Context: an optimization exercise on an open-source flow, tuned for small area, a short achievable clock period and few clock cycles per item. The choices shown serve that exercise and are no tape-out recipe.
Function was checked by simulation only, so behaviour that the tests miss may differ from the original.
Power and IR drop assume default switching activity.

==> design.v <==
module hme_refine (
    input  wire         clk,
    input  wire         rst,
    input  wire         start,
    input  wire         level,           
    input  wire [4:0]   grid_rows_m1,    
    input  wire [4:0]   grid_cols_m1,    
    output reg          busy,
    output reg          done,
    output reg          seed_req,
    output reg  [4:0]   seed_mb_row,
    output reg  [4:0]   seed_mb_col,
    input  wire [6:0]   seed_dy,
    input  wire [6:0]   seed_dx,
    output wire         ref_req,
    output reg  [10:0]  ref_y,
    output reg  [10:0]  ref_x,
    input  wire [127:0] ref_row,
    output wire         tgt_req,
    output reg  [10:0]  tgt_y,
    output wire [10:0]  tgt_x,
    input  wire [127:0] tgt_row,
    output reg          res_valid,
    output wire [4:0]   res_mb_row,
    output wire [4:0]   res_mb_col,
    output wire [7:0]   res_dy,
    output wire [7:0]   res_dx,
    output wire [19:0]  res_cost
);
    localparam S_IDLE = 3'd0;
    localparam S_SW1  = 3'd1;    
    localparam S_SW2  = 3'd2;    
    localparam S_LOAD = 3'd3;    
    localparam S_RUN  = 3'd4;    
    localparam S_FIN  = 3'd5;    
    reg [2:0] state;
    reg       idle;              
    reg       lvl1;
    reg [4:0] gr_m1, gc_m1;
    reg [4:0]  mb_r, mb_c;       
    reg [6:0]  tgt_xh;           
    reg [3:0]  cand;             
    reg [3:0]  p_cand;           
    reg        cid;              
    reg        first;            
    reg [7:0]  uy, ux;           
    reg        req;
    assign ref_req = req;
    assign tgt_req = req;
    assign tgt_x = {tgt_xh, 4'd0};
    wire last_mb_c = (mb_c == gc_m1);
    wire last_mb_r = (mb_r == gr_m1);
    wire last_mb   = last_mb_c & last_mb_r;
    wire [4:0] nx_r = last_mb_c ? mb_r + 5'd1 : mb_r;
    wire [4:0] nx_c = last_mb_c ? 5'd0 : mb_c + 5'd1;
    wire [7:0]  s_vec  = lvl1 ? 8'd32 : 8'd64;
    wire [10:0] ty  = lvl1 ? {1'b0, mb_r, 5'd0} : {mb_r, 6'd0};
    wire [10:0] tx  = lvl1 ? {1'b0, mb_c, 5'd0} : {mb_c, 6'd0};
    wire seg_last = lvl1 ? tgt_xh[0] : (tgt_xh[1:0] == 2'b11);
    wire row_last = lvl1 ? (tgt_y[4:0] == 5'd31) : (tgt_y[5:0] == 6'd63);
    wire blk_last = seg_last & row_last;
    wire up_ok = (mb_r != 5'd0);
    wire dn_ok = !last_mb_r;
    wire lf_ok = (mb_c != 5'd0);
    wire rt_ok = !last_mb_c;
    wire uy_p = (uy == s_vec);           
    wire uy_0 = (uy == 8'd0);            
    wire uy_m = (uy == 8'd0 - s_vec);    
    wire ux_p = (ux == s_vec);
    wire ux_0 = (ux == 8'd0);
    wire ux_m = (ux == 8'd0 - s_vec);
    wire [9:1] nb_ok = {
        dn_ok & rt_ok & ~(uy_m & ux_m),
        dn_ok         & ~(uy_m & ux_0),
        dn_ok & lf_ok & ~(uy_m & ux_p),
                rt_ok & ~(uy_0 & ux_m),
                        ~(uy_0 & ux_0),
                lf_ok & ~(uy_0 & ux_p),
        up_ok & rt_ok & ~(uy_p & ux_m),
        up_ok         & ~(uy_p & ux_0),
        up_ok & lf_ok & ~(uy_p & ux_p)
    };
    reg [3:0] ncand;
    reg       nhas;
    integer   n;
    always @(*) begin
        ncand = 4'd0;
        nhas  = 1'b0;
        for (n = 9; n >= 1; n = n - 1) begin
            if (nb_ok[n] && n > cand) begin
                ncand = n[3:0];
                nhas  = 1'b1;
            end
        end
    end
    wire [1:0] na = (ncand <= 4'd3) ? 2'd0 : (ncand <= 4'd6) ? 2'd1 : 2'd2;
    wire [1:0] nb = (ncand == 4'd1 || ncand == 4'd4 || ncand == 4'd7) ? 2'd0 :
                    (ncand == 4'd2 || ncand == 4'd5 || ncand == 4'd8) ? 2'd1 : 2'd2;
    wire        ld_seed = (state == S_LOAD);
    wire [7:0]  o_vy = ld_seed ? uy : (na == 2'd0) ? s_vec : (na == 2'd1) ? 8'd0 : 8'd0 - s_vec;
    wire [7:0]  o_vx = ld_seed ? ux : (nb == 2'd0) ? s_vec : (nb == 2'd1) ? 8'd0 : 8'd0 - s_vec;
    wire [10:0] o_y  = ty - {{3{o_vy[7]}}, o_vy};
    wire [10:0] o_x  = tx - {{3{o_vx[7]}}, o_vx};
    wire kill;
    reg  g_cid;
    wire ab = kill & (g_cid == cid);
    wire cand_end = blk_last | ab;
    wire [6:0] rx_back = ref_x[10:4] - (lvl1 ? 7'd1 : 7'd3);
    reg        d1_v, d1_first, d1_last, d1_cid;
    reg        d2_v, d2_first, d2_last, d2_cid;
    reg [8:0]  ad [0:15];        
    reg        d3_v, d3_first, d3_last, d3_cid;
    reg [11:0] ss_a, ss_b;
    reg        g_v, g_first, g_last;
    wire       drained = ~d1_v & ~d2_v & ~d3_v & ~g_v;
    reg  [19:0] acc;
    reg         dead;
    reg  [19:0] thr;             
    reg  [7:0]  b_dy, b_dx;      
    reg  [4:0]  b_r, b_c;        
    reg         have;            
    assign res_mb_row = b_r;
    assign res_mb_col = b_c;
    assign res_dy     = b_dy;
    assign res_dx     = b_dx;
    assign res_cost   = thr;
    function [8:0] add_nb;
        input [7:0] a, b;
        reg   [7:0] g, p, g1, p1, g2, p2, g3;
        integer i;
        begin
            g = a & ~b;
            p = ~(a ^ b);
            for (i = 0; i < 8; i = i + 1) begin
                g1[i] = (i >= 1) ? g[i] | (p[i] & g[i-1]) : g[i];
                p1[i] = (i >= 1) ? p[i] & p[i-1] : p[i];
            end
            for (i = 0; i < 8; i = i + 1) begin
                g2[i] = (i >= 2) ? g1[i] | (p1[i] & g1[i-2]) : g1[i];
                p2[i] = (i >= 2) ? p1[i] & p1[i-2] : p1[i];
            end
            for (i = 0; i < 8; i = i + 1)
                g3[i] = (i >= 4) ? g2[i] | (p2[i] & g2[i-4]) : g2[i];
            add_nb = {g3[7], p ^ {g3[6:0], 1'b0}};
        end
    endfunction
    integer k;
    wire [7:0]  ax [0:15];
    wire [15:0] ac;
    genvar gi;
    generate
        for (gi = 0; gi < 16; gi = gi + 1) begin : g_abs
            assign ax[gi] = ad[gi][7:0] ^ {8{~ad[gi][8]}};
            assign ac[gi] = ad[gi][8];
        end
    endgenerate
    wire dt1, dt2, dt3, dt4, dt5, dt6, dt7, dt8, dt9, dt10, dt11, dt12, dt13, dt14, dt15, dt16, dt17, dt18, dt19, dt20, dt21, dt22, dt23, dt24, dt25, dt26, dt27, dt28, dt29, dt30, dt31, dt32, dt33, dt34, dt35, dt36, dt37, dt38, dt39, dt40, dt41, dt42, dt43, dt44, dt45, dt46, dt47, dt48, dt49, dt50, dt51, dt52, dt53, dt54, dt55, dt56, dt57, dt58, dt59, dt60, dt61, dt62, dt63, dt64, dt65, dt66, dt67, dt68, dt69, dt70, dt71, dt72, dt73, dt74, dt75, dt76, dt77, dt78, dt79, dt80, dt81, dt82, dt83, dt84, dt85, dt86, dt87, dt88, dt89, dt90, dt91, dt92, dt93, dt94, dt95, dt96, dt97, dt98, dt99, dt100, dt101, dt102, dt103, dt104, dt105, dt106, dt107, dt108, dt109, dt110, dt111, dt112, dt113, dt114, dt115, dt116, dt117, dt118, dt119, dt120, dt121, dt122, dt123, dt124, dt125, dt126, dt127, dt128, dt129, dt130, dt131, dt132, dt133, dt134, dt135, dt136, dt137, dt138, dt139, dt140, dt141, dt142, dt143, dt144, dt145, dt146, dt147, dt148, dt149, dt150, dt151, dt152, dt153, dt154, dt155, dt156, dt157, dt158, dt159, dt160, dt161, dt162, dt163, dt164, dt165, dt166, dt167, dt168, dt169, dt170, dt171, dt172, dt173, dt174, dt175, dt176, dt177, dt178, dt179, dt180, dt181, dt182, dt183, dt184, dt185, dt186, dt187, dt188, dt189, dt190, dt191, dt192, dt193, dt194, dt195, dt196, dt197, dt198, dt199, dt200, dt201, dt202, dt203, dt204, dt205, dt206, dt207, dt208, dt209, dt210, dt211, dt212, dt213, dt214, dt215, dt216, dt217, dt218, dt219, dt220, dt221, dt222, dt223, dt224, dt225, dt226, dt227, dt228, dt229, dt230, dt231, dt232, dt233, dt234, dt235, dt236, dt237, dt238, dt239, dt240, dt241, dt242, dt243, dt244, dt245, dt246, dt247, dt248, dt249, dt250, dt251, dt252, dt253, dt254, dt255, dt256, dt257, dt258, dt259, dt260, dt261, dt262, dt263, dt264, dt265, dt266, dt267, dt268, dt269, dt270, dt271, dt272;
    assign dt1 = ax[0][0] ^ ac[0] ^ ax[1][0];
    assign dt2 = (ax[0][0] & ac[0]) | (ax[0][0] & ax[1][0]) | (ac[0] & ax[1][0]);
    assign dt3 = ac[1] ^ ax[2][0] ^ ac[2];
    assign dt4 = (ac[1] & ax[2][0]) | (ac[1] & ac[2]) | (ax[2][0] & ac[2]);
    assign dt5 = dt1 ^ dt3 ^ ax[3][0];
    assign dt6 = (dt1 & dt3) | (dt1 & ax[3][0]) | (dt3 & ax[3][0]);
    assign dt7 = ac[3] ^ ax[4][0] ^ ac[4];
    assign dt8 = (ac[3] & ax[4][0]) | (ac[3] & ac[4]) | (ax[4][0] & ac[4]);
    assign dt9 = ax[5][0] ^ ac[5] ^ ax[6][0];
    assign dt10 = (ax[5][0] & ac[5]) | (ax[5][0] & ax[6][0]) | (ac[5] & ax[6][0]);
    assign dt11 = ac[6] ^ ax[7][0] ^ ac[7];
    assign dt12 = (ac[6] & ax[7][0]) | (ac[6] & ac[7]) | (ax[7][0] & ac[7]);
    assign dt13 = ax[8][0] ^ ac[8];
    assign dt14 = ax[8][0] & ac[8];
    assign dt15 = dt2 ^ dt4 ^ ax[0][1];
    assign dt16 = (dt2 & dt4) | (dt2 & ax[0][1]) | (dt4 & ax[0][1]);
    assign dt17 = ax[1][1] ^ ax[2][1] ^ ax[3][1];
    assign dt18 = (ax[1][1] & ax[2][1]) | (ax[1][1] & ax[3][1]) | (ax[2][1] & ax[3][1]);
    assign dt19 = dt5 ^ dt7 ^ dt9;
    assign dt20 = (dt5 & dt7) | (dt5 & dt9) | (dt7 & dt9);
    assign dt21 = dt11 ^ dt13 ^ ax[9][0];
    assign dt22 = (dt11 & dt13) | (dt11 & ax[9][0]) | (dt13 & ax[9][0]);
    assign dt23 = ac[9] ^ ax[10][0] ^ ac[10];
    assign dt24 = (ac[9] & ax[10][0]) | (ac[9] & ac[10]) | (ax[10][0] & ac[10]);
    assign dt25 = dt6 ^ dt8 ^ dt10;
    assign dt26 = (dt6 & dt8) | (dt6 & dt10) | (dt8 & dt10);
    assign dt27 = dt12 ^ dt14 ^ dt15;
    assign dt28 = (dt12 & dt14) | (dt12 & dt15) | (dt14 & dt15);
    assign dt29 = dt17 ^ ax[4][1] ^ ax[5][1];
    assign dt30 = (dt17 & ax[4][1]) | (dt17 & ax[5][1]) | (ax[4][1] & ax[5][1]);
    assign dt31 = ax[6][1] ^ ax[7][1] ^ ax[8][1];
    assign dt32 = (ax[6][1] & ax[7][1]) | (ax[6][1] & ax[8][1]) | (ax[7][1] & ax[8][1]);
    assign dt33 = ax[9][1] ^ ax[10][1];
    assign dt34 = ax[9][1] & ax[10][1];
    assign dt35 = dt16 ^ dt18 ^ ax[0][2];
    assign dt36 = (dt16 & dt18) | (dt16 & ax[0][2]) | (dt18 & ax[0][2]);
    assign dt37 = ax[1][2] ^ ax[2][2] ^ ax[3][2];
    assign dt38 = (ax[1][2] & ax[2][2]) | (ax[1][2] & ax[3][2]) | (ax[2][2] & ax[3][2]);
    assign dt39 = ax[4][2] ^ ax[5][2] ^ ax[6][2];
    assign dt40 = (ax[4][2] & ax[5][2]) | (ax[4][2] & ax[6][2]) | (ax[5][2] & ax[6][2]);
    assign dt41 = ax[7][2] ^ ax[8][2] ^ ax[9][2];
    assign dt42 = (ax[7][2] & ax[8][2]) | (ax[7][2] & ax[9][2]) | (ax[8][2] & ax[9][2]);
    assign dt43 = ax[10][2] ^ ax[11][2] ^ ax[12][2];
    assign dt44 = (ax[10][2] & ax[11][2]) | (ax[10][2] & ax[12][2]) | (ax[11][2] & ax[12][2]);
    assign dt45 = ax[0][3] ^ ax[1][3] ^ ax[2][3];
    assign dt46 = (ax[0][3] & ax[1][3]) | (ax[0][3] & ax[2][3]) | (ax[1][3] & ax[2][3]);
    assign dt47 = ax[3][3] ^ ax[4][3] ^ ax[5][3];
    assign dt48 = (ax[3][3] & ax[4][3]) | (ax[3][3] & ax[5][3]) | (ax[4][3] & ax[5][3]);
    assign dt49 = ax[6][3] ^ ax[7][3] ^ ax[8][3];
    assign dt50 = (ax[6][3] & ax[7][3]) | (ax[6][3] & ax[8][3]) | (ax[7][3] & ax[8][3]);
    assign dt51 = ax[9][3] ^ ax[10][3] ^ ax[11][3];
    assign dt52 = (ax[9][3] & ax[10][3]) | (ax[9][3] & ax[11][3]) | (ax[10][3] & ax[11][3]);
    assign dt53 = ax[0][4] ^ ax[1][4] ^ ax[2][4];
    assign dt54 = (ax[0][4] & ax[1][4]) | (ax[0][4] & ax[2][4]) | (ax[1][4] & ax[2][4]);
    assign dt55 = ax[3][4] ^ ax[4][4] ^ ax[5][4];
    assign dt56 = (ax[3][4] & ax[4][4]) | (ax[3][4] & ax[5][4]) | (ax[4][4] & ax[5][4]);
    assign dt57 = ax[6][4] ^ ax[7][4] ^ ax[8][4];
    assign dt58 = (ax[6][4] & ax[7][4]) | (ax[6][4] & ax[8][4]) | (ax[7][4] & ax[8][4]);
    assign dt59 = ax[9][4] ^ ax[10][4];
    assign dt60 = ax[9][4] & ax[10][4];
    assign dt61 = ax[0][5] ^ ax[1][5] ^ ax[2][5];
    assign dt62 = (ax[0][5] & ax[1][5]) | (ax[0][5] & ax[2][5]) | (ax[1][5] & ax[2][5]);
    assign dt63 = ax[3][5] ^ ax[4][5] ^ ax[5][5];
    assign dt64 = (ax[3][5] & ax[4][5]) | (ax[3][5] & ax[5][5]) | (ax[4][5] & ax[5][5]);
    assign dt65 = ax[6][5] ^ ax[7][5] ^ ax[8][5];
    assign dt66 = (ax[6][5] & ax[7][5]) | (ax[6][5] & ax[8][5]) | (ax[7][5] & ax[8][5]);
    assign dt67 = ax[9][5] ^ ax[10][5];
    assign dt68 = ax[9][5] & ax[10][5];
    assign dt69 = ax[0][6] ^ ax[1][6] ^ ax[2][6];
    assign dt70 = (ax[0][6] & ax[1][6]) | (ax[0][6] & ax[2][6]) | (ax[1][6] & ax[2][6]);
    assign dt71 = ax[3][6] ^ ax[4][6] ^ ax[5][6];
    assign dt72 = (ax[3][6] & ax[4][6]) | (ax[3][6] & ax[5][6]) | (ax[4][6] & ax[5][6]);
    assign dt73 = ax[6][6] ^ ax[7][6] ^ ax[8][6];
    assign dt74 = (ax[6][6] & ax[7][6]) | (ax[6][6] & ax[8][6]) | (ax[7][6] & ax[8][6]);
    assign dt75 = ax[9][6] ^ ax[10][6];
    assign dt76 = ax[9][6] & ax[10][6];
    assign dt77 = ax[0][7] ^ ax[1][7] ^ ax[2][7];
    assign dt78 = (ax[0][7] & ax[1][7]) | (ax[0][7] & ax[2][7]) | (ax[1][7] & ax[2][7]);
    assign dt79 = ax[3][7] ^ ax[4][7] ^ ax[5][7];
    assign dt80 = (ax[3][7] & ax[4][7]) | (ax[3][7] & ax[5][7]) | (ax[4][7] & ax[5][7]);
    assign dt81 = ax[6][7] ^ ax[7][7] ^ ax[8][7];
    assign dt82 = (ax[6][7] & ax[7][7]) | (ax[6][7] & ax[8][7]) | (ax[7][7] & ax[8][7]);
    assign dt83 = ax[9][7] ^ ax[10][7];
    assign dt84 = ax[9][7] & ax[10][7];
    assign dt85 = dt19 ^ dt21 ^ dt23;
    assign dt86 = (dt19 & dt21) | (dt19 & dt23) | (dt21 & dt23);
    assign dt87 = ax[11][0] ^ ac[11] ^ ax[12][0];
    assign dt88 = (ax[11][0] & ac[11]) | (ax[11][0] & ax[12][0]) | (ac[11] & ax[12][0]);
    assign dt89 = dt20 ^ dt22 ^ dt24;
    assign dt90 = (dt20 & dt22) | (dt20 & dt24) | (dt22 & dt24);
    assign dt91 = dt25 ^ dt27 ^ dt29;
    assign dt92 = (dt25 & dt27) | (dt25 & dt29) | (dt27 & dt29);
    assign dt93 = dt31 ^ dt33 ^ ax[11][1];
    assign dt94 = (dt31 & dt33) | (dt31 & ax[11][1]) | (dt33 & ax[11][1]);
    assign dt95 = dt26 ^ dt28 ^ dt30;
    assign dt96 = (dt26 & dt28) | (dt26 & dt30) | (dt28 & dt30);
    assign dt97 = dt32 ^ dt34 ^ dt35;
    assign dt98 = (dt32 & dt34) | (dt32 & dt35) | (dt34 & dt35);
    assign dt99 = dt37 ^ dt39 ^ dt41;
    assign dt100 = (dt37 & dt39) | (dt37 & dt41) | (dt39 & dt41);
    assign dt101 = dt43 ^ ax[13][2];
    assign dt102 = dt43 & ax[13][2];
    assign dt103 = dt36 ^ dt38 ^ dt40;
    assign dt104 = (dt36 & dt38) | (dt36 & dt40) | (dt38 & dt40);
    assign dt105 = dt42 ^ dt44 ^ dt45;
    assign dt106 = (dt42 & dt44) | (dt42 & dt45) | (dt44 & dt45);
    assign dt107 = dt47 ^ dt49 ^ dt51;
    assign dt108 = (dt47 & dt49) | (dt47 & dt51) | (dt49 & dt51);
    assign dt109 = ax[12][3] ^ ax[13][3] ^ ax[14][3];
    assign dt110 = (ax[12][3] & ax[13][3]) | (ax[12][3] & ax[14][3]) | (ax[13][3] & ax[14][3]);
    assign dt111 = dt46 ^ dt48 ^ dt50;
    assign dt112 = (dt46 & dt48) | (dt46 & dt50) | (dt48 & dt50);
    assign dt113 = dt52 ^ dt53 ^ dt55;
    assign dt114 = (dt52 & dt53) | (dt52 & dt55) | (dt53 & dt55);
    assign dt115 = dt57 ^ dt59 ^ ax[11][4];
    assign dt116 = (dt57 & dt59) | (dt57 & ax[11][4]) | (dt59 & ax[11][4]);
    assign dt117 = ax[12][4] ^ ax[13][4] ^ ax[14][4];
    assign dt118 = (ax[12][4] & ax[13][4]) | (ax[12][4] & ax[14][4]) | (ax[13][4] & ax[14][4]);
    assign dt119 = dt54 ^ dt56 ^ dt58;
    assign dt120 = (dt54 & dt56) | (dt54 & dt58) | (dt56 & dt58);
    assign dt121 = dt60 ^ dt61 ^ dt63;
    assign dt122 = (dt60 & dt61) | (dt60 & dt63) | (dt61 & dt63);
    assign dt123 = dt65 ^ dt67 ^ ax[11][5];
    assign dt124 = (dt65 & dt67) | (dt65 & ax[11][5]) | (dt67 & ax[11][5]);
    assign dt125 = ax[12][5] ^ ax[13][5] ^ ax[14][5];
    assign dt126 = (ax[12][5] & ax[13][5]) | (ax[12][5] & ax[14][5]) | (ax[13][5] & ax[14][5]);
    assign dt127 = dt62 ^ dt64 ^ dt66;
    assign dt128 = (dt62 & dt64) | (dt62 & dt66) | (dt64 & dt66);
    assign dt129 = dt68 ^ dt69 ^ dt71;
    assign dt130 = (dt68 & dt69) | (dt68 & dt71) | (dt69 & dt71);
    assign dt131 = dt73 ^ dt75 ^ ax[11][6];
    assign dt132 = (dt73 & dt75) | (dt73 & ax[11][6]) | (dt75 & ax[11][6]);
    assign dt133 = ax[12][6] ^ ax[13][6] ^ ax[14][6];
    assign dt134 = (ax[12][6] & ax[13][6]) | (ax[12][6] & ax[14][6]) | (ax[13][6] & ax[14][6]);
    assign dt135 = dt70 ^ dt72 ^ dt74;
    assign dt136 = (dt70 & dt72) | (dt70 & dt74) | (dt72 & dt74);
    assign dt137 = dt76 ^ dt77 ^ dt79;
    assign dt138 = (dt76 & dt77) | (dt76 & dt79) | (dt77 & dt79);
    assign dt139 = dt81 ^ dt83 ^ ax[11][7];
    assign dt140 = (dt81 & dt83) | (dt81 & ax[11][7]) | (dt83 & ax[11][7]);
    assign dt141 = ax[12][7] ^ ax[13][7] ^ ax[14][7];
    assign dt142 = (ax[12][7] & ax[13][7]) | (ax[12][7] & ax[14][7]) | (ax[13][7] & ax[14][7]);
    assign dt143 = dt85 ^ dt87 ^ ac[12];
    assign dt144 = (dt85 & dt87) | (dt85 & ac[12]) | (dt87 & ac[12]);
    assign dt145 = ax[13][0] ^ ac[13];
    assign dt146 = ax[13][0] & ac[13];
    assign dt147 = dt86 ^ dt88 ^ dt89;
    assign dt148 = (dt86 & dt88) | (dt86 & dt89) | (dt88 & dt89);
    assign dt149 = dt91 ^ dt93 ^ ax[12][1];
    assign dt150 = (dt91 & dt93) | (dt91 & ax[12][1]) | (dt93 & ax[12][1]);
    assign dt151 = ax[13][1] ^ ax[14][1];
    assign dt152 = ax[13][1] & ax[14][1];
    assign dt153 = dt90 ^ dt92 ^ dt94;
    assign dt154 = (dt90 & dt92) | (dt90 & dt94) | (dt92 & dt94);
    assign dt155 = dt95 ^ dt97 ^ dt99;
    assign dt156 = (dt95 & dt97) | (dt95 & dt99) | (dt97 & dt99);
    assign dt157 = dt101 ^ ax[14][2] ^ ax[15][2];
    assign dt158 = (dt101 & ax[14][2]) | (dt101 & ax[15][2]) | (ax[14][2] & ax[15][2]);
    assign dt159 = dt96 ^ dt98 ^ dt100;
    assign dt160 = (dt96 & dt98) | (dt96 & dt100) | (dt98 & dt100);
    assign dt161 = dt102 ^ dt103 ^ dt105;
    assign dt162 = (dt102 & dt103) | (dt102 & dt105) | (dt103 & dt105);
    assign dt163 = dt107 ^ dt109 ^ ax[15][3];
    assign dt164 = (dt107 & dt109) | (dt107 & ax[15][3]) | (dt109 & ax[15][3]);
    assign dt165 = dt104 ^ dt106 ^ dt108;
    assign dt166 = (dt104 & dt106) | (dt104 & dt108) | (dt106 & dt108);
    assign dt167 = dt110 ^ dt111 ^ dt113;
    assign dt168 = (dt110 & dt111) | (dt110 & dt113) | (dt111 & dt113);
    assign dt169 = dt115 ^ dt117 ^ ax[15][4];
    assign dt170 = (dt115 & dt117) | (dt115 & ax[15][4]) | (dt117 & ax[15][4]);
    assign dt171 = dt112 ^ dt114 ^ dt116;
    assign dt172 = (dt112 & dt114) | (dt112 & dt116) | (dt114 & dt116);
    assign dt173 = dt118 ^ dt119 ^ dt121;
    assign dt174 = (dt118 & dt119) | (dt118 & dt121) | (dt119 & dt121);
    assign dt175 = dt123 ^ dt125 ^ ax[15][5];
    assign dt176 = (dt123 & dt125) | (dt123 & ax[15][5]) | (dt125 & ax[15][5]);
    assign dt177 = dt120 ^ dt122 ^ dt124;
    assign dt178 = (dt120 & dt122) | (dt120 & dt124) | (dt122 & dt124);
    assign dt179 = dt126 ^ dt127 ^ dt129;
    assign dt180 = (dt126 & dt127) | (dt126 & dt129) | (dt127 & dt129);
    assign dt181 = dt131 ^ dt133 ^ ax[15][6];
    assign dt182 = (dt131 & dt133) | (dt131 & ax[15][6]) | (dt133 & ax[15][6]);
    assign dt183 = dt128 ^ dt130 ^ dt132;
    assign dt184 = (dt128 & dt130) | (dt128 & dt132) | (dt130 & dt132);
    assign dt185 = dt134 ^ dt135 ^ dt137;
    assign dt186 = (dt134 & dt135) | (dt134 & dt137) | (dt135 & dt137);
    assign dt187 = dt139 ^ dt141 ^ ax[15][7];
    assign dt188 = (dt139 & dt141) | (dt139 & ax[15][7]) | (dt141 & ax[15][7]);
    assign dt189 = dt136 ^ dt138 ^ dt140;
    assign dt190 = (dt136 & dt138) | (dt136 & dt140) | (dt138 & dt140);
    assign dt191 = dt142 ^ dt78 ^ dt80;
    assign dt192 = (dt142 & dt78) | (dt142 & dt80) | (dt78 & dt80);
    assign dt193 = dt82 ^ dt84;
    assign dt194 = dt82 & dt84;
    assign dt195 = dt143 ^ dt145 ^ ax[14][0];
    assign dt196 = (dt143 & dt145) | (dt143 & ax[14][0]) | (dt145 & ax[14][0]);
    assign dt197 = dt144 ^ dt146 ^ dt147;
    assign dt198 = (dt144 & dt146) | (dt144 & dt147) | (dt146 & dt147);
    assign dt199 = dt149 ^ dt151;
    assign dt200 = dt149 & dt151;
    assign dt201 = dt148 ^ dt150 ^ dt152;
    assign dt202 = (dt148 & dt150) | (dt148 & dt152) | (dt150 & dt152);
    assign dt203 = dt153 ^ dt155 ^ dt157;
    assign dt204 = (dt153 & dt155) | (dt153 & dt157) | (dt155 & dt157);
    assign dt205 = dt154 ^ dt156 ^ dt158;
    assign dt206 = (dt154 & dt156) | (dt154 & dt158) | (dt156 & dt158);
    assign dt207 = dt159 ^ dt161 ^ dt163;
    assign dt208 = (dt159 & dt161) | (dt159 & dt163) | (dt161 & dt163);
    assign dt209 = dt160 ^ dt162 ^ dt164;
    assign dt210 = (dt160 & dt162) | (dt160 & dt164) | (dt162 & dt164);
    assign dt211 = dt165 ^ dt167 ^ dt169;
    assign dt212 = (dt165 & dt167) | (dt165 & dt169) | (dt167 & dt169);
    assign dt213 = dt166 ^ dt168 ^ dt170;
    assign dt214 = (dt166 & dt168) | (dt166 & dt170) | (dt168 & dt170);
    assign dt215 = dt171 ^ dt173 ^ dt175;
    assign dt216 = (dt171 & dt173) | (dt171 & dt175) | (dt173 & dt175);
    assign dt217 = dt172 ^ dt174 ^ dt176;
    assign dt218 = (dt172 & dt174) | (dt172 & dt176) | (dt174 & dt176);
    assign dt219 = dt177 ^ dt179 ^ dt181;
    assign dt220 = (dt177 & dt179) | (dt177 & dt181) | (dt179 & dt181);
    assign dt221 = dt178 ^ dt180 ^ dt182;
    assign dt222 = (dt178 & dt180) | (dt178 & dt182) | (dt180 & dt182);
    assign dt223 = dt183 ^ dt185 ^ dt187;
    assign dt224 = (dt183 & dt185) | (dt183 & dt187) | (dt185 & dt187);
    assign dt225 = dt184 ^ dt186 ^ dt188;
    assign dt226 = (dt184 & dt186) | (dt184 & dt188) | (dt186 & dt188);
    assign dt227 = dt189 ^ dt191 ^ dt193;
    assign dt228 = (dt189 & dt191) | (dt189 & dt193) | (dt191 & dt193);
    assign dt229 = dt190 ^ dt192;
    assign dt230 = dt190 & dt192;
    assign dt231 = dt195 ^ ac[14];
    assign dt232 = dt195 & ac[14];
    assign dt233 = dt196 ^ dt197 ^ dt199;
    assign dt234 = (dt196 & dt197) | (dt196 & dt199) | (dt197 & dt199);
    assign dt235 = dt198 ^ dt200 ^ dt201;
    assign dt236 = (dt198 & dt200) | (dt198 & dt201) | (dt200 & dt201);
    assign dt237 = dt202 ^ dt204 ^ dt205;
    assign dt238 = (dt202 & dt204) | (dt202 & dt205) | (dt204 & dt205);
    assign dt239 = dt206 ^ dt208 ^ dt209;
    assign dt240 = (dt206 & dt208) | (dt206 & dt209) | (dt208 & dt209);
    assign dt241 = dt210 ^ dt212 ^ dt213;
    assign dt242 = (dt210 & dt212) | (dt210 & dt213) | (dt212 & dt213);
    assign dt243 = dt214 ^ dt216 ^ dt217;
    assign dt244 = (dt214 & dt216) | (dt214 & dt217) | (dt216 & dt217);
    assign dt245 = dt218 ^ dt220 ^ dt221;
    assign dt246 = (dt218 & dt220) | (dt218 & dt221) | (dt220 & dt221);
    assign dt247 = dt222 ^ dt224 ^ dt225;
    assign dt248 = (dt222 & dt224) | (dt222 & dt225) | (dt224 & dt225);
    assign dt249 = dt226 ^ dt228 ^ dt229;
    assign dt250 = (dt226 & dt228) | (dt226 & dt229) | (dt228 & dt229);
    assign dt251 = dt231 ^ ax[15][0];
    assign dt252 = dt231 & ax[15][0];
    assign dt253 = dt232 ^ dt233 ^ ax[15][1];
    assign dt254 = (dt232 & dt233) | (dt232 & ax[15][1]) | (dt233 & ax[15][1]);
    assign dt255 = dt234 ^ dt235 ^ dt203;
    assign dt256 = (dt234 & dt235) | (dt234 & dt203) | (dt235 & dt203);
    assign dt257 = dt236 ^ dt237 ^ dt207;
    assign dt258 = (dt236 & dt237) | (dt236 & dt207) | (dt237 & dt207);
    assign dt259 = dt238 ^ dt239 ^ dt211;
    assign dt260 = (dt238 & dt239) | (dt238 & dt211) | (dt239 & dt211);
    assign dt261 = dt240 ^ dt241 ^ dt215;
    assign dt262 = (dt240 & dt241) | (dt240 & dt215) | (dt241 & dt215);
    assign dt263 = dt242 ^ dt243 ^ dt219;
    assign dt264 = (dt242 & dt243) | (dt242 & dt219) | (dt243 & dt219);
    assign dt265 = dt244 ^ dt245 ^ dt223;
    assign dt266 = (dt244 & dt245) | (dt244 & dt223) | (dt245 & dt223);
    assign dt267 = dt246 ^ dt247 ^ dt227;
    assign dt268 = (dt246 & dt247) | (dt246 & dt227) | (dt247 & dt227);
    assign dt269 = dt248 ^ dt249 ^ dt194;
    assign dt270 = (dt248 & dt249) | (dt248 & dt194) | (dt249 & dt194);
    assign dt271 = dt250 ^ dt230;
    assign dt272 = dt250 & dt230;
    wire [11:0] t_a = {dt272, dt270, dt268, dt266, dt264, dt262, dt260, dt258, dt256, dt254, dt252, dt251};
    wire [11:0] t_b = {1'b0, dt271, dt269, dt267, dt265, dt263, dt261, dt259, dt257, dt255, dt253, ac[15]};
    wire        live    = g_v & (g_first | ~dead);
    wire [3:0]  g_cand  = (g_cid == cid) ? cand : p_cand;
    wire        is_seed = (g_cand == 4'd0);
    assign      kill    = live & ~is_seed & (acc >= thr);
    wire        fin_ok  = live & ~kill & g_last;
    wire [1:0]  fa = (g_cand <= 4'd3) ? 2'd0 : (g_cand <= 4'd6) ? 2'd1 : 2'd2;
    wire [1:0]  fb = (g_cand == 4'd1 || g_cand == 4'd4 || g_cand == 4'd7) ? 2'd0 :
                     (g_cand == 4'd2 || g_cand == 4'd5 || g_cand == 4'd8) ? 2'd1 : 2'd2;
    wire [7:0]  f_vy = (fa == 2'd0) ? s_vec : (fa == 2'd1) ? 8'd0 : 8'd0 - s_vec;
    wire [7:0]  f_vx = (fb == 2'd0) ? s_vec : (fb == 2'd1) ? 8'd0 : 8'd0 - s_vec;
    always @(posedge clk) begin
        for (k = 0; k < 16; k = k + 1)
            ad[k] <= add_nb(ref_row[8*k +: 8], tgt_row[8*k +: 8]);
        ss_a <= t_a;
        ss_b <= t_b;
        acc  <= (d3_first ? 20'd0 : acc) + {8'd0, ss_a} + {8'd0, ss_b};
        {g_first, g_last, g_cid} <= {d3_first, d3_last, d3_cid};
        {d2_first, d2_last, d2_cid} <= {d1_first, d1_last, d1_cid};
        {d3_first, d3_last, d3_cid} <= {d2_first, d2_last, d2_cid};
        d1_first  <= first;
        d1_last   <= blk_last;
        d1_cid    <= cid;
        if (fin_ok) begin
            thr <= acc;
            if (is_seed) begin
                b_dy <= uy;
                b_dx <= ux;
                b_r  <= mb_r;
                b_c  <= mb_c;
            end else begin
                b_dy <= f_vy;
                b_dx <= f_vx;
            end
        end
        if (kill)
            dead <= 1'b1;
        else if (g_v & g_first)
            dead <= 1'b0;
        if (idle) begin
            lvl1  <= level;
            gr_m1 <= grid_rows_m1;
            gc_m1 <= grid_cols_m1;
            mb_r  <= 5'd0;
            mb_c  <= 5'd0;
            seed_mb_row <= 5'd0;
            seed_mb_col <= 5'd0;
        end
        if (state == S_SW2 || (state == S_RUN && cand_end && !nhas && !last_mb)) begin
            uy <= {seed_dy, 1'b0};
            ux <= {seed_dx, 1'b0};
        end
        if (state == S_LOAD) begin
            ref_y  <= o_y;
            ref_x  <= o_x;
            tgt_y  <= ty;
            tgt_xh <= tx[10:4];
            cand   <= 4'd0;
            p_cand <= cand;
            cid    <= ~cid;
            first  <= 1'b1;
        end else if (state == S_RUN) begin
            first <= 1'b0;
            if (!nhas) begin
                seed_mb_row <= nx_r;
                seed_mb_col <= nx_c;
            end
            if (!cand_end) begin
                if (seg_last) begin
                    ref_x  <= {rx_back, ref_x[3:0]};
                    ref_y  <= ref_y + 11'd1;
                    tgt_y  <= {tgt_y[10:6], tgt_y[5:0] + 6'd1};
                    tgt_xh <= tx[10:4];
                end else begin
                    ref_x  <= ref_x + 11'd16;
                    tgt_xh <= {tgt_xh[6:2], tgt_xh[1:0] + 2'd1};
                end
            end else if (nhas) begin
                ref_y  <= o_y;
                ref_x  <= o_x;
                tgt_y  <= ty;
                tgt_xh <= tx[10:4];
                cand   <= ncand;
                p_cand <= cand;
                cid    <= ~cid;
                first  <= 1'b1;
            end else if (!last_mb) begin
                mb_r <= nx_r;
                mb_c <= nx_c;
            end
        end
    end
    always @(posedge clk) begin
        if (rst) begin
            state     <= S_IDLE;
            busy      <= 1'b0;
            idle      <= 1'b1;
            done      <= 1'b0;
            req       <= 1'b0;
            seed_req  <= 1'b0;
            d1_v <= 1'b0; d2_v <= 1'b0; d3_v <= 1'b0;
            g_v <= 1'b0;
            res_valid <= 1'b0;
            have      <= 1'b0;
        end else begin
            d1_v   <= req;
            d2_v   <= d1_v;
            d3_v   <= d2_v;
            g_v    <= d3_v;
            case (state)
                S_IDLE: begin
                    if (start && idle) begin
                        busy     <= 1'b1;
                        idle     <= 1'b0;
                        seed_req <= 1'b1;
                        state    <= S_SW1;
                    end
                end
                S_SW1: begin
                    seed_req <= 1'b0;
                    state    <= S_SW2;
                end
                S_SW2: state <= S_LOAD;
                S_LOAD: begin
                    req   <= 1'b1;
                    state <= S_RUN;
                end
                S_RUN: begin
                    seed_req <= !nhas && !last_mb;
                    if (cand_end && !nhas) begin
                        req      <= 1'b0;
                        seed_req <= 1'b0;
                        state    <= last_mb ? S_FIN : S_LOAD;
                    end
                end
                S_FIN: if (drained) state <= S_IDLE;
                default: state <= S_IDLE;
            endcase
            res_valid <= 1'b0;
            done      <= 1'b0;
            if (fin_ok & is_seed)
                have <= 1'b1;
            if (g_v & g_first & is_seed & have)
                res_valid <= 1'b1;
            if (state == S_FIN && drained) begin
                res_valid <= have;
                have      <= 1'b0;
                done      <= 1'b1;
                busy      <= 1'b0;
                idle      <= 1'b1;
            end
        end
    end
endmodule
==> flow/run.sh <==
#!/bin/bash
# The standard layout, with plain buf_1 cells as the port buffers and larger
# clock-tree sink clusters without dummy loads.
set -euo pipefail
bash standard.sh "BUFFER_PORTS_ARGS=-buffer_cell sky130_fd_sc_hd__buf_1" \
  "CTS_ARGS=-sink_clustering_enable -repair_clock_nets -dont_use_dummy_load -sink_clustering_size 24 -sink_clustering_max_diameter 120" \
  finish > make_finish.log 2>&1
==> standard.sh <==
#!/bin/bash
# synth_recipe.tcl (not shown) runs the flow's synth.tcl, then flattens the netlist and writes it again
# the make line also repeats each setting of config.mk as NAME=value (left out here)
make -C /OpenROAD-flow-scripts/flow DESIGN_CONFIG=/design/flow/config.mk WORK_HOME=/design/flow/orfs CLKGATE_MAP_FILE= SYNTH_SCRIPT=/design/flow/synth_recipe.tcl "${@:-finish}"
==> config.mk <==
export PLATFORM = sky130hd
export DESIGN_NAME = hme_refine
export DESIGN_NICKNAME = hme_refine
export VERILOG_FILES = /design/flow/design.v
export SDC_FILE = /design/flow/constraint.sdc
export NUM_CORES = 4
export LEC_CHECK = 0
export CAP_MARGIN = 20
export CORE_MARGIN = 2
export CORE_UTILIZATION = 35
export PLACE_DENSITY = 0.55
export SLEW_MARGIN = 20
==> constraint.sdc <==
create_clock -name core_clock -period 24.0 [get_ports {clk}]
set_input_delay 4.8000 -clock core_clock [delete_from_list [all_inputs] [get_ports {clk}]]
set_output_delay 4.8000 -clock core_clock [all_outputs]
set_load 0.01 [all_outputs]
==> results.yml, run 1 <==
clock_tree:
  cts.repair_timing.setup_buffer_count: 0
  cts.repair.resized: 0
  clock_latency_ps: 550
  cts-buffers-inserted: 19
  clock_tree.buffer_depth: 3
  cts-hold-fix-buffers: 0
  clkTransAtPathRegs_ps: 100
  clockRootBuffer: "sky130_fd_sc_hd__clkbuf_16"
  cts.sinks: 352
  tritoncts: "built"
  h-tree-depth: 1
synth:
  synth.top_cell.area_share: 0.217
  synth_area_sq_um: 22100
  synth-edff-count: 113
  cell_type_contributing_the_most_total_cell_area_after_synthesis: "sky130_fd_sc_hd__dfxtp_1"
  synth_flop_cell: "sky130_fd_sc_hd__dfxtp_1"
  synth_area_leaders: "sky130_fd_sc_hd__dfxtp_1, sky130_fd_sc_hd__edfxtp_1, sky130_fd_sc_hd__fa_1"
  avgSynthCellArea_sq_um: 10.2
  ys.warnings.count: 2
  yosysUniqueCellTypes: 70
  synth_sequential_area_ratio: 0.371
  yosys_register_bits: 352
  synthCells: 2156
  async_flop_share: 0
timing:
  worst_slew_pin_slew_ps: 1070
  hold_violations: 0
  timing.final.ws_setup_ps: 17780
  max_freq_ghz: 0.161
  timing.slew.headroom: 0.278
  finalSetupViolations: 0
  worst_clock_skew_ps: 55.3
  final_max_slew_viol_count: 0
  rsz0062_at_grt: "no"
  setup-tns-final_ps: 0
  final_worst_path_cycle_share: 0.259
  hold_ws_ps: 334
  period_minus_slack_ps: 6220
critical_path:
  critical_path_peak_fanout: 2
  path_cells: "buf_1 > inv_1 > ha_1 > fa_1 > a21oi_1 > nor2_1 > nor2_1 > o21bai_1 > a21oi_1 > nor2b_1 > o21ai_0 > nand2b_1"
  critical_path_buf_inv_count: 2
  critical_path.top_delay_family: "adder cells"
  critPathCaptureType: "register"
  worst_setup_path_start_kind: "input port"
  critical-path-max-stage-delay_ps: 440
  timing.critical_path.arrival_ps: 6660
  worst-endpoint-required_ps: 24440
  worst_path_max_delay_cell: "sky130_fd_sc_hd__fa_1"
  path_class: "input port to register"
pwr:
  post-layout-total-power_mw: 3.41
  power_density_nw_per_um2: 137
  worst_ir_drop_vdd_mv: 0.169
  static-leakage-power_nw: 10.9
final_layout:
  fraction_of_layout_instances_using_a_drive_strength_above_1: 0.0219
  nets_final: 3142
  areaGrowthSynthToFinish_pct: 12.7
floorplan:
  die_h_microns: 255
  core.rowCount: 92
  core_region_area_sq_um: 62700
  io_pins: 390
  start_util: 0.352
  floorplan.die_area_sq_um: 65100
  die-width_microns: 255
grt:
  first_global_vias: 15671
  wire_length_of_the_first_global_routing_pass_mm: 84.2
  overflow: 0
  grt_antenna_before_repair: 6
  grt.total_usage: 0.167
  largest_net_degree_at_the_start_of_global_routing: 35
routing:
  drt_drc_violations_left: 0
  wl_per_cell_microns: 16.3
  drt.antenna.violating_nets: 0
  finalWirelength_mm: 54.6
  viasPerCell: 4.53
  count_of_tritonroute_iterations_in_the_first_routing_pass: 5
  routed-via-count: 15209
  detail_route.iter0.violations: 604
placed_design:
  placement.io_buffers: 382
  gpl.final_weighted_congestion: 0.881
  detailedPlace.worstSlack_ps: 17230
  place.detailed.hpwl_mm: 46.5
flow_run:
  timing.max_cap.violations: 0
min_path:
  hold_class: "register to register"
run_status:
  outcome: "complete, no violations"
==> synth_stat cells (3+ instances only) <==
library cell,number
sky130_fd_sc_hd__nor3_1,20
sky130_fd_sc_hd__a21o_1,31
sky130_fd_sc_hd__mux2i_1,9
sky130_fd_sc_hd__edfxtp_1,113
sky130_fd_sc_hd__o41ai_1,3
sky130_fd_sc_hd__inv_1,351
sky130_fd_sc_hd__o22ai_1,3
sky130_fd_sc_hd__nand2_1,74
sky130_fd_sc_hd__xor2_1,119
sky130_fd_sc_hd__nor2b_1,44
sky130_fd_sc_hd__xnor2_1,168
sky130_fd_sc_hd__nand3b_1,14
sky130_fd_sc_hd__dfxtp_1,239
sky130_fd_sc_hd__buf_4,8
sky130_fd_sc_hd__mux2_2,7
sky130_fd_sc_hd__clkbuf_1,47
sky130_fd_sc_hd__a311oi_1,3
sky130_fd_sc_hd__nand3_1,29
sky130_fd_sc_hd__fa_1,143
sky130_fd_sc_hd__a211oi_1,5
sky130_fd_sc_hd__and2_1,21
sky130_fd_sc_hd__nor2_1,109
sky130_fd_sc_hd__o31ai_1,9
sky130_fd_sc_hd__nand4_1,8
sky130_fd_sc_hd__a21boi_0,4
sky130_fd_sc_hd__o211ai_1,6
sky130_fd_sc_hd__ha_1,201
sky130_fd_sc_hd__a31oi_1,7
sky130_fd_sc_hd__or3_1,6
sky130_fd_sc_hd__nor4_1,4
sky130_fd_sc_hd__a22o_1,7
sky130_fd_sc_hd__o21a_1,9
sky130_fd_sc_hd__o311ai_0,3
sky130_fd_sc_hd__o21ai_0,61
sky130_fd_sc_hd__nand2b_1,34
sky130_fd_sc_hd__o21bai_1,53
sky130_fd_sc_hd__or2_2,5
sky130_fd_sc_hd__a21oi_1,129
sky130_fd_sc_hd__and3_1,9
==> registers in the layout, summed over array words and instances (netlist names), 5 cells and up <==
register / count
thr: 20
tgt_y: 11
b_c: 5
b_dx: 7
ad: 144
seed_mb_row: 5
seed_mb_col: 5
acc: 20
gc_m1: 5
mb_c: 5
ss_b: 11
ss_a: 12
gr_m1: 5
uy: 7
b_r: 5
ux: 7
b_dy: 7
ref_x: 10
ref_y: 11
mb_r: 5
tgt_xh: 7
==> logic make-up after synthesis <==
kind of cell | Yosys count | share of synthesized area
other | 1 | 0.000170
adders and majority gates | 345 | 0.244
xor gates and xnor gates | 287 | 0.114
and+or+nand+nor | 396 | 0.0924
DFF | 352 | 0.371
AOI/OAI and AO/OA | 350 | 0.0996
muxes | 16 | 0.00766
buffers and inverters | 409 | 0.0713
==> power breakdown <==
| part | switching (mW) | total, mW | internal, mW |
|---|---|---|---|
| registers | 0.0665 | 0.846 | 0.779 |
| logic | 1.28 | 2.23 | 0.959 |
| clock network | 0.188 | 0.330 | 0.142 |
==> metrics by stage <==
| step | instance area [sq um] | utilization | instances |
|---|---|---|---|
| floorplan | 22100 | - | 2162 |
| global placement | 24400 | 0.389 | 3339 |
| detailed placement | 24400 | 0.389 | 3339 |
| CTS | 24900 | 0.396 | 3358 |
| global route | 24900 | 0.396 | 3358 |
| finish | 24900 | 0.396 | 3359 |
==> layout by cell type, fill, tap and decap left out, types with 20 or more instances in the layout <==
cell	synthesis	layout
sky130_fd_sc_hd__o21bai_1	53	53
sky130_fd_sc_hd__buf_1	1	382
sky130_fd_sc_hd__xor2_1	119	119
sky130_fd_sc_hd__a21o_1	31	31
sky130_fd_sc_hd__fa_1	143	143
sky130_fd_sc_hd__o21ai_0	61	61
sky130_fd_sc_hd__nand2_1	74	74
sky130_fd_sc_hd__nand3_1	29	29
sky130_fd_sc_hd__ha_1	201	201
sky130_fd_sc_hd__nor2_1	109	107
sky130_fd_sc_hd__nor3_1	20	20
sky130_fd_sc_hd__inv_1	351	351
sky130_fd_sc_hd__a21oi_1	129	128
sky130_fd_sc_hd__nor2b_1	44	44
sky130_fd_sc_hd__and2_1	21	21
sky130_fd_sc_hd__dfxtp_1	239	239
sky130_fd_sc_hd__nand2b_1	34	34
sky130_fd_sc_hd__xnor2_1	168	168
sky130_fd_sc_hd__edfxtp_1	113	113
==> metal layers <==
metal  share of wire  GRT usage
met1            0.44      0.211
met2            0.48      0.292
met3           0.045     0.0282
met4           0.030     0.0473
met5          0.0015          0
==> final cells by class <==
type	count	area, sq um
fillers	6280	37900
inverters	351	1320
multi-input cells	1401	12300
diodes	1	2.50
repair buffers	389	1490
clock buffers	19	475
well taps	846	1060
flip-flops and latches	352	8180
==> path summary, 6_finish.rpt <==
kind                                  startpoint                  end  slack [ps]  cells after the start
worst max-delay path                tgt_row[120]    ad[15][8]$_DFF_P_       17780                     12
worst min-delay path            d2_first$_DFF_P_     d3_first$_DFF_P_         330                      0
worst max register to register   mb_c[0]$_DFF_P_  ref_x[10]$_DFFE_PP_       18340                     19
worst min register to register  d2_first$_DFF_P_     d3_first$_DFF_P_         330                      0
Testbench counts, summed over its fixed seeds: cycles 162,841, mbs 337.
==> run 2: changes to the inputs <==
--- a/design.v
+++ b/design.v
@@ -136,4 +136,5 @@
                 p1[i] = (i >= 1) ? p[i] & p[i-1] : p[i];
             end
+            g1[1] = (a[1] & ~b[1]) | ((a[1] & a[0]) & ~b[0]) | ((~b[1] & a[0]) & ~b[0]);
             for (i = 0; i < 8; i = i + 1) begin
                 g2[i] = (i >= 2) ? g1[i] | (p1[i] & g1[i-2]) : g1[i];
==> run 2 against run 1 <==
Effect of this change:
- still clean on timing, DRC and antenna
- first-iteration DRC count up 23%
- critical path type unchanged
- flip-flop and latch count unchanged
- register-to-register slack better by 690 ps
==> results.yml, run 2 <==
run_status:
  outcome: "complete, no violations"
synth:
  synthSimpleGateAreaFrac: 0.0966
  largest_family_of_logic_cells_by_synthesized_area: "adder cells"
  ys.warnings.count: 2
  synthCells: 2171
  xor_xnor_portion_of_the_synthesized_cell_area: 0.112
  synth_area_sq_um: 22200
  synth_sequential_area_ratio: 0.369
  post-synth-top-count-cell: "sky130_fd_sc_hd__inv_1"
  muxShareOfSynthArea: 0.0114
  yosys_register_bits: 352
  synth_area_leaders: "sky130_fd_sc_hd__dfxtp_1, sky130_fd_sc_hd__edfxtp_1, sky130_fd_sc_hd__fa_1"
  synth_flop_cell: "sky130_fd_sc_hd__dfxtp_1"
  avgSynthCellArea_sq_um: 10.2
  cell_type_contributing_the_most_total_cell_area_after_synthesis: "sky130_fd_sc_hd__dfxtp_1"
  post_synth_most_frequent_cells: "sky130_fd_sc_hd__inv_1, sky130_fd_sc_hd__dfxtp_1, sky130_fd_sc_hd__ha_1"
  synth-compound-area-share: 0.115
  synth-adder-area-share: 0.228
  synth-edff-count: 113
  async_flop_share: 0
  yosysUniqueCellTypes: 89
  synth.top_cell.area_share: 0.216
floorplan:
  floorplan.die_area_sq_um: 65400
  die-width_microns: 256
  core.rowCount: 92
  die_h_microns: 256
  start_util: 0.353
  core_region_area_sq_um: 62900
  io_pins: 390
timing:
  worst_slew_pin_slew_ps: 863
  max_freq_ghz: 0.166
  rsz0062_at_grt: "no"
  timing.slew.headroom: 0.417
  hold_violations: 0
  setup-tns-final_ps: 0
  period_minus_slack_ps: 6040
  final_worst_path_cycle_share: 0.252
  finalSetupViolations: 0
  final_max_slew_viol_count: 0
  worst_clock_skew_ps: 27.2
clock_tree:
  clkTransAtPathRegs_ps: 100
  tritoncts: "built"
  clockRootBuffer: "sky130_fd_sc_hd__clkbuf_16"
  h-tree-depth: 1
  clock_latency_ps: 540
  cts.repair.resized: 0
  clock_tree.buffer_depth: 3
  cts.repair_timing.setup_buffer_count: 0
  cts.sinks: 352
  cts-hold-fix-buffers: 0
  cts-buffers-inserted: 18
routing:
  routed-via-count: 15675
  wl_per_cell_microns: 17.3
  detail_route.iter0.violations: 743
  drt_drc_violations_left: 0
  finalWirelength_mm: 58.4
  drt.antenna.violating_nets: 0
  viasPerCell: 4.64
  count_of_tritonroute_iterations_in_the_first_routing_pass: 5
final_layout:
  nets_final: 3145
  reg_top3: "ad (144), acc (20), thr (20)"
  fraction_of_layout_instances_using_a_drive_strength_above_1: 0.0261
  most_common_cell_after_layout_fill_and_taps_aside: "sky130_fd_sc_hd__buf_1"
  final_standard_cell_area_without_fillers_sq_um: 25000
  regMostFlops: "ad"
  diodes: 0
  areaGrowthSynthToFinish_pct: 12.6
  fillers: 6288
  mostFrequentLayoutCells: "sky130_fd_sc_hd__buf_1, sky130_fd_sc_hd__inv_1, sky130_fd_sc_hd__dfxtp_1"
  flip_flop_count_of_the_largest_register_all_copies_and_words_added: 144
pwr:
  static-leakage-power_nw: 11.0
  power_density_nw_per_um2: 142
  post-layout-total-power_mw: 3.56
  worst_ir_drop_vdd_mv: 0.147
grt:
  first_global_vias: 16043
  wire_length_of_the_first_global_routing_pass_mm: 90.1
  grt_antenna_before_repair: 3
  grt.total_usage: 0.175
  overflow: 0
  largest_net_degree_at_the_start_of_global_routing: 35
placed_design:
  gpl.final_weighted_congestion: 0.916
  place_area_sq_um: 24500
  place.detailed.hpwl_mm: 49.5
  placement.io_buffers: 382
critical_path:
  reg2reg_from: "ad[1][8]$_DFF_P_"
  worst-endpoint-required_ps: 24480
  ff2ff_path_depth: 13
  critPathCaptureType: "register"
  timing.critical_path.arrival_ps: 6520
  critical_path_peak_fanout: 2
  worst_setup_path_start_kind: "input port"
  ff2ff_setup_slack_ps: 19030
  regToRegEndpoint: "ss_b[1]$_DFF_P_"
  path_class: "input port to register"
min_path:
  min_delay_worst_endpoint: "g_last$_DFF_P_"
  hold_start: "d3_last$_DFF_P_"
  hold-path-cell-count: 0
  hold_class: "register to register"
flow_run:
  timing.max_cap.violations: 0
[run 2: changes by cell type in the layout (fill, tap and decap cells not counted), moves of 9 or more]
cell	before	now
sky130_fd_sc_hd__o21a_1	9	44
sky130_fd_sc_hd__a21oi_1	128	112
sky130_fd_sc_hd__fa_1	143	127
sky130_fd_sc_hd__o211a_1	0	16
sky130_fd_sc_hd__o21bai_1	53	38
sky130_fd_sc_hd__inv_1	351	337
sky130_fd_sc_hd__nor3_1	20	34
sky130_fd_sc_hd__o21ai_1	0	13
sky130_fd_sc_hd__nand2b_1	34	46
sky130_fd_sc_hd__nor2_1	107	98
sky130_fd_sc_hd__o21ai_0	61	70
sky130_fd_sc_hd__xnor2_1	168	159
[run 2: routing by layer]
layer  part of all wire  vias to the layer above  track usage
li1                   -                     7834            -
met1               0.47                     7404        0.240
met2               0.47                      385        0.296
met3              0.047                       48       0.0237
met4              0.017                        4       0.0346
met5            0.00038                        -            0
[run 2: worst max path at each step]
stage | cells after the start | endpoint | start
after floorplan | 9 | ad[10][7]$_DFF_P_ | tgt_row[81]
after global placement | 10 | ad[15][7]$_DFF_P_ | tgt_row[121]
after detailed placement | 10 | ad[12][7]$_DFF_P_ | tgt_row[97]
after CTS | 10 | ad[12][7]$_DFF_P_ | tgt_row[97]
after global routing | 10 | ad[4][7]$_DFF_P_ | tgt_row[33]
final | 9 | ad[12][7]$_DFF_P_ | ref_row[97]
[run 2: area by class of cell]
class | count | area (sq um) | area share
clock buffers | 18 | 450 | 0.0180
flip-flops and latches | 352 | 8180 | 0.327
repair buffers | 389 | 1500 | 0.0600
well taps | 846 | 1060 | 0.0424
inverters | 338 | 1270 | 0.0508
multi-input cells | 1434 | 12500 | 0.502
[run 2: critical path: stages]
cell	delay, ps
sky130_fd_sc_hd__buf_1	120
sky130_fd_sc_hd__ha_1	340
sky130_fd_sc_hd__a21o_1	170
sky130_fd_sc_hd__a21oi_1	330
sky130_fd_sc_hd__o21bai_1	110
sky130_fd_sc_hd__a21oi_1	250
sky130_fd_sc_hd__o21bai_1	100
sky130_fd_sc_hd__a21oi_1	180
sky130_fd_sc_hd__xnor2_1	130
[run 2: kinds of logic after synthesis]
family | Yosys count
adders and majority gates | 328
other | 1
DFF | 352
muxes | 24
and+or+nand+nor | 403
xor gates and xnor gates | 284
buffers and inverters | 391
AOI/OAI and AO/OA | 388
[run 2: through the flow]
stage / cells / setup WS [ps] / hold WS (ps) / utilization
floorplan: 2177 / 17830 / 310 / -
global placement: 3358 / 17350 / 311 / 0.390
detailed placement: 3358 / 17380 / 313 / 0.390
CTS: 3376 / 17960 / 332 / 0.397
global route: 3377 / 17810 / 346 / 0.398
finish: 3377 / 17960 / 330 / 0.398
[run 2: power by group]
part / switching [mW] / internal, mW / total, mW
Clock: 0.190 / 0.135 / 0.325
Sequential: 0.0940 / 0.815 / 0.909
Combinational: 1.33 / 0.993 / 2.32
Testbench counts of run 2, summed over its fixed seeds: cycles 162,841, mbs 337.
==> run 3: changes to the inputs <==
--- a/config.mk
+++ b/config.mk
@@ -6,4 +6,5 @@
 export NUM_CORES = 4
 export LEC_CHECK = 0
+export ABC_AREA = 1
 export CAP_MARGIN = 20
 export CORE_MARGIN = 2
==> run 3 against run 2 <==
Effect of this change:
- highest routed layer unchanged
- critical path depth fell by 8
- sequential share of layout area barely moved
- largest power group unchanged
- critical path type is now register to output pin
- cell area barely moved
- clock skew rose by 4.4 ps
- fmax rose by 0.44%
- global-route usage fell by 0.45 points
==> results.yml, run 3 <==
timing:
  final_max_slew_viol_count: 0
  final_worst_path_cycle_share: 0.251
  finalSetupViolations: 0
  hold_violations: 0
  period_minus_slack_ps: 6010
  rsz0062_at_grt: "no"
  worst_slew_pin_slew_ps: 1080
  worst_clock_skew_ps: 31.6
  setup-tns-final_ps: 0
  timing.slew.headroom: 0.278
  max_freq_ghz: 0.166
routing:
  count_of_tritonroute_iterations_in_the_first_routing_pass: 6
  detail_route.iter0.violations: 632
  routed-via-count: 16127
  drt_drc_violations_left: 0
  viasPerCell: 4.50
  finalWirelength_mm: 56.5
  wl_per_cell_microns: 15.8
  drt.antenna.violating_nets: 0
floorplan:
  core.rowCount: 92
  io_pins: 390
  floorplan.die_area_sq_um: 65300
  core_region_area_sq_um: 62900
  die_h_microns: 255
  die-width_microns: 255
  start_util: 0.352
final_layout:
  final_standard_cell_area_without_fillers_sq_um: 25000
  mostFrequentLayoutCells: "sky130_fd_sc_hd__inv_1, sky130_fd_sc_hd__buf_1, sky130_fd_sc_hd__dfxtp_1"
  reg_top3: "ad (144), acc (20), thr (20)"
  areaGrowthSynthToFinish_pct: 12.8
  regMostFlops: "ad"
  flip_flop_count_of_the_largest_register_all_copies_and_words_added: 144
  most_common_cell_after_layout_fill_and_taps_aside: "sky130_fd_sc_hd__inv_1"
  nets_final: 3350
  fraction_of_layout_instances_using_a_drive_strength_above_1: 0.0373
placed_design:
  place.detailed.hpwl_mm: 48.5
  place_area_sq_um: 24500
  placement.io_buffers: 382
  gpl.final_weighted_congestion: 0.903
min_path:
  hold_start: "d2_cid$_DFF_P_"
  hold_class: "register to register"
critical_path:
  critical_path.top_delay_family: "flip-flops"
  path_class: "register to output pin"
  cp_startpoint: "ref_x[4]$_DFFE_PP_"
  critPathCaptureType: "output pin"
  worst-endpoint-required_ps: 19200
  critical_path_buf_inv_count: 1
  critical-path-max-stage-delay_ps: 500
  worst_path_max_delay_cell: "sky130_fd_sc_hd__edfxtp_1"
  worst_setup_path_start_kind: "register"
  critical_path_peak_fanout: 4
  reg2reg_from: "ad[1][8]$_DFF_P_"
  path_cells: "buf_1"
  timing.critical_path.arrival_ps: 1210
clock_tree:
  tritoncts: "built"
  clock_latency_ps: 540
  cts-buffers-inserted: 18
  h-tree-depth: 1
  cts.sinks: 352
  clkTransAtPathRegs_ps: 90
  cts.repair_timing.setup_buffer_count: 0
  clockRootBuffer: "sky130_fd_sc_hd__clkbuf_16"
  cts-hold-fix-buffers: 0
  cts.repair.resized: 0
  clock_tree.buffer_depth: 3
run_status:
  outcome: "complete, no violations"
grt:
  overflow: 0
  wire_length_of_the_first_global_routing_pass_mm: 89.1
  largest_net_degree_at_the_start_of_global_routing: 36
  first_global_vias: 16575
  grt.total_usage: 0.171
  grt_antenna_before_repair: 3
synth:
  synthCells: 2365
  synth_area_leaders: "sky130_fd_sc_hd__dfxtp_1, sky130_fd_sc_hd__edfxtp_1, sky130_fd_sc_hd__fa_1"
  synth-edff-count: 113
  synth_area_sq_um: 22100
  post-synth-top-count-cell: "sky130_fd_sc_hd__inv_1"
  xor_xnor_portion_of_the_synthesized_cell_area: 0.117
  synth_flop_cell: "sky130_fd_sc_hd__dfxtp_1"
  largest_family_of_logic_cells_by_synthesized_area: "adder cells"
  synth_sequential_area_ratio: 0.369
  yosys_register_bits: 352
  async_flop_share: 0
  avgSynthCellArea_sq_um: 9.36
  ys.warnings.count: 2
  synth-adder-area-share: 0.228
  post_synth_most_frequent_cells: "sky130_fd_sc_hd__inv_1, sky130_fd_sc_hd__dfxtp_1, sky130_fd_sc_hd__nand2_1"
  synth-compound-area-share: 0.0822
  yosysUniqueCellTypes: 57
  cell_type_contributing_the_most_total_cell_area_after_synthesis: "sky130_fd_sc_hd__dfxtp_1"
  synthSimpleGateAreaFrac: 0.106
  synth.top_cell.area_share: 0.216
  muxShareOfSynthArea: 0.00192
pwr:
  power_density_nw_per_um2: 149
  static-leakage-power_nw: 11.8
  worst_ir_drop_vdd_mv: 0.133
flow_run:
  timing.max_cap.violations: 0
## run 3: changes by cell type after synthesis, moves of 39 or more
cell / change
sky130_fd_sc_hd__xnor2_1: -83
sky130_fd_sc_hd__nor2b_1: -43
sky130_fd_sc_hd__nand2_1: +154
sky130_fd_sc_hd__o21a_1: -44
sky130_fd_sc_hd__nor2_1: +39
sky130_fd_sc_hd__inv_1: +146
sky130_fd_sc_hd__xor2_1: +94
sky130_fd_sc_hd__nand2b_1: -46
## run 3: power by group
part | switching, mW | internal, mW
Combinational | 1.48 | 1.02
Clock | 0.187 | 0.135
Sequential | 0.0860 | 0.828
## run 3: final cells by class
| type | count | area (sq um) |
|---|---|---|
| timing repair buffer | 386 | 1480 |
| clock buffer | 18 | 450 |
| inverter | 504 | 1900 |
| tap | 846 | 1060 |
| multi-input combinational | 1476 | 11900 |
| antenna | 2 | 5.00 |
| sequential | 352 | 8180 |
| fill | 6392 | 37900 |
## run 3: worst register-to-register path, delay by kind of cell (launching register included)
kind / cells / cell delay (ps)
flops: 1 / 650
buf+inv: 4 / 270
xor+xnor: 2 / 400
fa+ha+maj: 7 / 3410
## run 3: kinds of logic after synthesis
group	after synthesis
buffers and inverters	543
other	1
AO/OA/AOI/OAI	331
flip-flops	352
multiplexers	4
AND/OR/NAND/NOR	511
XOR/XNOR	295
adder cells (fa/ha/maj)	328
## run 3: path summary, 6_finish.rpt
check / to / slack [ps] / depth (start not counted)
min reg2reg: d3_cid$_DFF_P_ / 330 / 0
min: d3_cid$_DFF_P_ / 330 / 0
max: ref_x[4] / 17990 / 1
max reg2reg: ss_b[1]$_DFF_P_ / 19160 / 13
## run 3: through the flow
step           utilization  worst slack, ps  power (mW)  cells  hold WS, ps
6_report             0.397            17990        3.73   3584          334
5_1_grt              0.397            17920        4.25   3584          351
4_1_cts              0.397            17950        3.82   3581          337
3_5_place_dp         0.390            17550        3.49   3563          314
3_3_place_gp         0.390            17570        3.45   3563          312
2_1_floorplan            -            17810        2.77   2371          310
## run 3: per-layer routing
metal  wire length (microns)  vias to the layer above  global-route usage  part of all wire
met2                   26900                      409               0.298              0.48
met4                     729                        2              0.0296             0.013
met1                   26200                     7522               0.229              0.46
met5                      13                        -                   0           0.00023
met3                    2620                       40              0.0209             0.046
li1                        -                     8154                   -                 -
==> run 4: changes to the inputs <==
--- a/design.v
+++ b/design.v
@@ -470,4 +470,5 @@
             dead <= 1'b0;
         if (idle) begin
+            cid   <= 1'b0;
             lvl1  <= level;
             gr_m1 <= grid_rows_m1;
==> run 4 against run 3 <==
Effect of this change:
- fmax grew 0.23%
- clock power increased by 4%
- routed wire length grew 1.3%
- sequential power increased by 0.7%
- total power rose by 0.24%
- via count about the same
- cell area is 0.23% lower
- critical endpoint is now ref_y[6]
- highest routed layer unchanged
==> results.yml, run 4 <==
clock_tree:
  tritoncts: "built"
  cts.repair.resized: 0
  clkTransAtPathRegs_ps: 100
  cts-buffers-inserted: 19
  clock_latency_ps: 550
  cts.sinks: 352
  cts-hold-fix-buffers: 0
  clock_tree.buffer_depth: 3
pwr:
  power_density_nw_per_um2: 150
  worst_ir_drop_vdd_mv: 0.144
routing:
  wl_per_cell_microns: 15.9
  drt_drc_violations_left: 0
  viasPerCell: 4.49
  count_of_tritonroute_iterations_in_the_first_routing_pass: 5
  finalWirelength_mm: 57.2
critical_path:
  critical_path.top_delay_family: "flip-flops"
  depth_of_the_critical_timing_path_with_buffers_and_inverters_included: 1
  path_class: "register to output pin"
  critical_path.endpoint: "ref_y[6]"
  critPathCaptureType: "output pin"
  ff2ff_setup_slack_ps: 19160
  critical_path_buf_inv_count: 1
  cp_startpoint: "ref_y[6]$_DFFE_PP_"
  ff2ff_path_depth: 13
grt:
  globalRouteMet1Util: 0.212
  grt.met3_usage: 0.0279
  gr-max-usage-layer: "met2"
  first_global_vias: 16463
  met2_usage: 0.313
synth:
  synth-adder-area-share: 0.229
  synth_sequential_area_ratio: 0.370
  xor_xnor_portion_of_the_synthesized_cell_area: 0.117
  yosysUniqueCellTypes: 53
  post_synth_most_frequent_cells: "sky130_fd_sc_hd__inv_1, sky130_fd_sc_hd__nand2_1, sky130_fd_sc_hd__dfxtp_1"
  yosys_register_bits: 352
  avgSynthCellArea_sq_um: 9.29
  synth-compound-area-share: 0.0813
  post-synth-top-count-cell: "sky130_fd_sc_hd__inv_1"
  synthCells: 2374
  synth_area_leaders: "sky130_fd_sc_hd__dfxtp_1, sky130_fd_sc_hd__edfxtp_1, sky130_fd_sc_hd__fa_1"
  synth_flop_cell: "sky130_fd_sc_hd__dfxtp_1"
  ys.warnings.count: 2
  synth.top_cell.area_share: 0.218
  largest_family_of_logic_cells_by_synthesized_area: "adder cells"
  cell_type_contributing_the_most_total_cell_area_after_synthesis: "sky130_fd_sc_hd__dfxtp_1"
  async_flop_share: 0
  synth_area_sq_um: 22100
timing:
  finalSetupViolations: 0
  max_freq_ghz: 0.167
  setup-tns-final_ps: 0
  hold_violations: 0
  timing.slew.headroom: 0.483
  period_minus_slack_ps: 6000
  rsz0062_at_grt: "no"
floorplan:
  core_region_area_sq_um: 62700
  die-width_microns: 255
  start_util: 0.352
flow_run:
  timing.max_cap.violations: 0
final_layout:
  areaGrowthSynthToFinish_pct: 12.9
  nets_final: 3358
  final_standard_cell_area_without_fillers_sq_um: 24900
  most_common_cell_after_layout_fill_and_taps_aside: "sky130_fd_sc_hd__inv_1"
  regMostFlops: "ad"
  fillers: 6382
  flip_flop_count_of_the_largest_register_all_copies_and_words_added: 144
  fraction_of_layout_instances_using_a_drive_strength_above_1: 0.0350
min_path:
  hold_class: "register to register"
placed_design:
  gpl.final_weighted_congestion: 0.903
  place.detailed.hpwl_mm: 49.0
  placement.io_buffers: 382
run_status:
  outcome: "complete, no violations"
-- run 4: cell count changes after synthesis, sizes merged, moves of 3 or more --
| cell | before | now |
|---|---|---|
| nand4 | 14 | 8 |
| o21ai | 125 | 128 |
| a21oi | 135 | 126 |
| buf | 15 | 18 |
| nand2 | 239 | 260 |
| a21o | 20 | 17 |
-- run 4: worst min-delay path by stage --
stage / end / slack [ps] / cells after the start
2_1_floorplan: d2_cid$_DFF_P_ / 310 / 0
3_3_place_gp: g_cid$_DFF_P_ / 310 / 0
3_5_place_dp: d3_cid$_DFF_P_ / 320 / 0
4_1_cts: g_cid$_DFF_P_ / 340 / 0
5_1_grt: d2_first$_DFF_P_ / 350 / 0
6_report: g_cid$_DFF_P_ / 340 / 0
-- run 4: area by class of cell --
| type | instances | area [sq um] | share of cell area |
|---|---|---|---|
| diodes | 1 | 2.50 | 0.000100 |
| clock buffers | 19 | 475 | 0.0191 |
| inverters | 501 | 1880 | 0.0756 |
| multi-input cells | 1486 | 11800 | 0.475 |
| flip-flops and latches | 352 | 8170 | 0.328 |
| well taps | 846 | 1060 | 0.0425 |
| repair buffers | 386 | 1480 | 0.0596 |
-- run 4: routing by layer --
| metal | vias up | routed length, microns | share of wire |
|---|---|---|---|
| li1 | 8158 | - | - |
| met1 | 7481 | 24500 | 0.43 |
| met2 | 400 | 28200 | 0.49 |
| met3 | 70 | 2850 | 0.050 |
| met4 | 10 | 1480 | 0.026 |
| met5 | - | 62 | 0.0011 |
-- run 4: logic make-up (layout without fill, tap and decap cells) --
group | after synthesis | count (layout)
buffers and inverters | 542 | 906
AND/OR/NAND/NOR | 528 | 528
flip-flops | 352 | 352
adder cells (fa/ha/maj) | 328 | 328
AO/OA/AOI/OAI | 326 | 326
XOR/XNOR | 293 | 293
multiplexers | 4 | 4
other | 1 | 8
-- run 4: through the flow --
step	hold WS, ps	std cells	setup WS, ps
global placement	312	3570	17450
global route	351	3591	17870
finish	336	3591	18000
floorplan	310	2380	17810
detailed placement	316	3570	17480
CTS	340	3589	17960
-- run 4: report_power, final --
part	switching [mW]	internal [mW]
Combinational	1.47	1.02
Clock	0.192	0.142
Sequential	0.0888	0.831
Total	1.75	1.99
Testbench counts of run 4, summed over its fixed seeds: cycles 162,841, mbs 337.

Setup slack of run 4, layout unchanged: 17.999 ns with ideal ports, 17.942 ns with driving cells assumed (clock clkbuf_16, inputs buf_2), 17.457 ns with port delays also shifted by the 0.582 ns mid clock arrival.
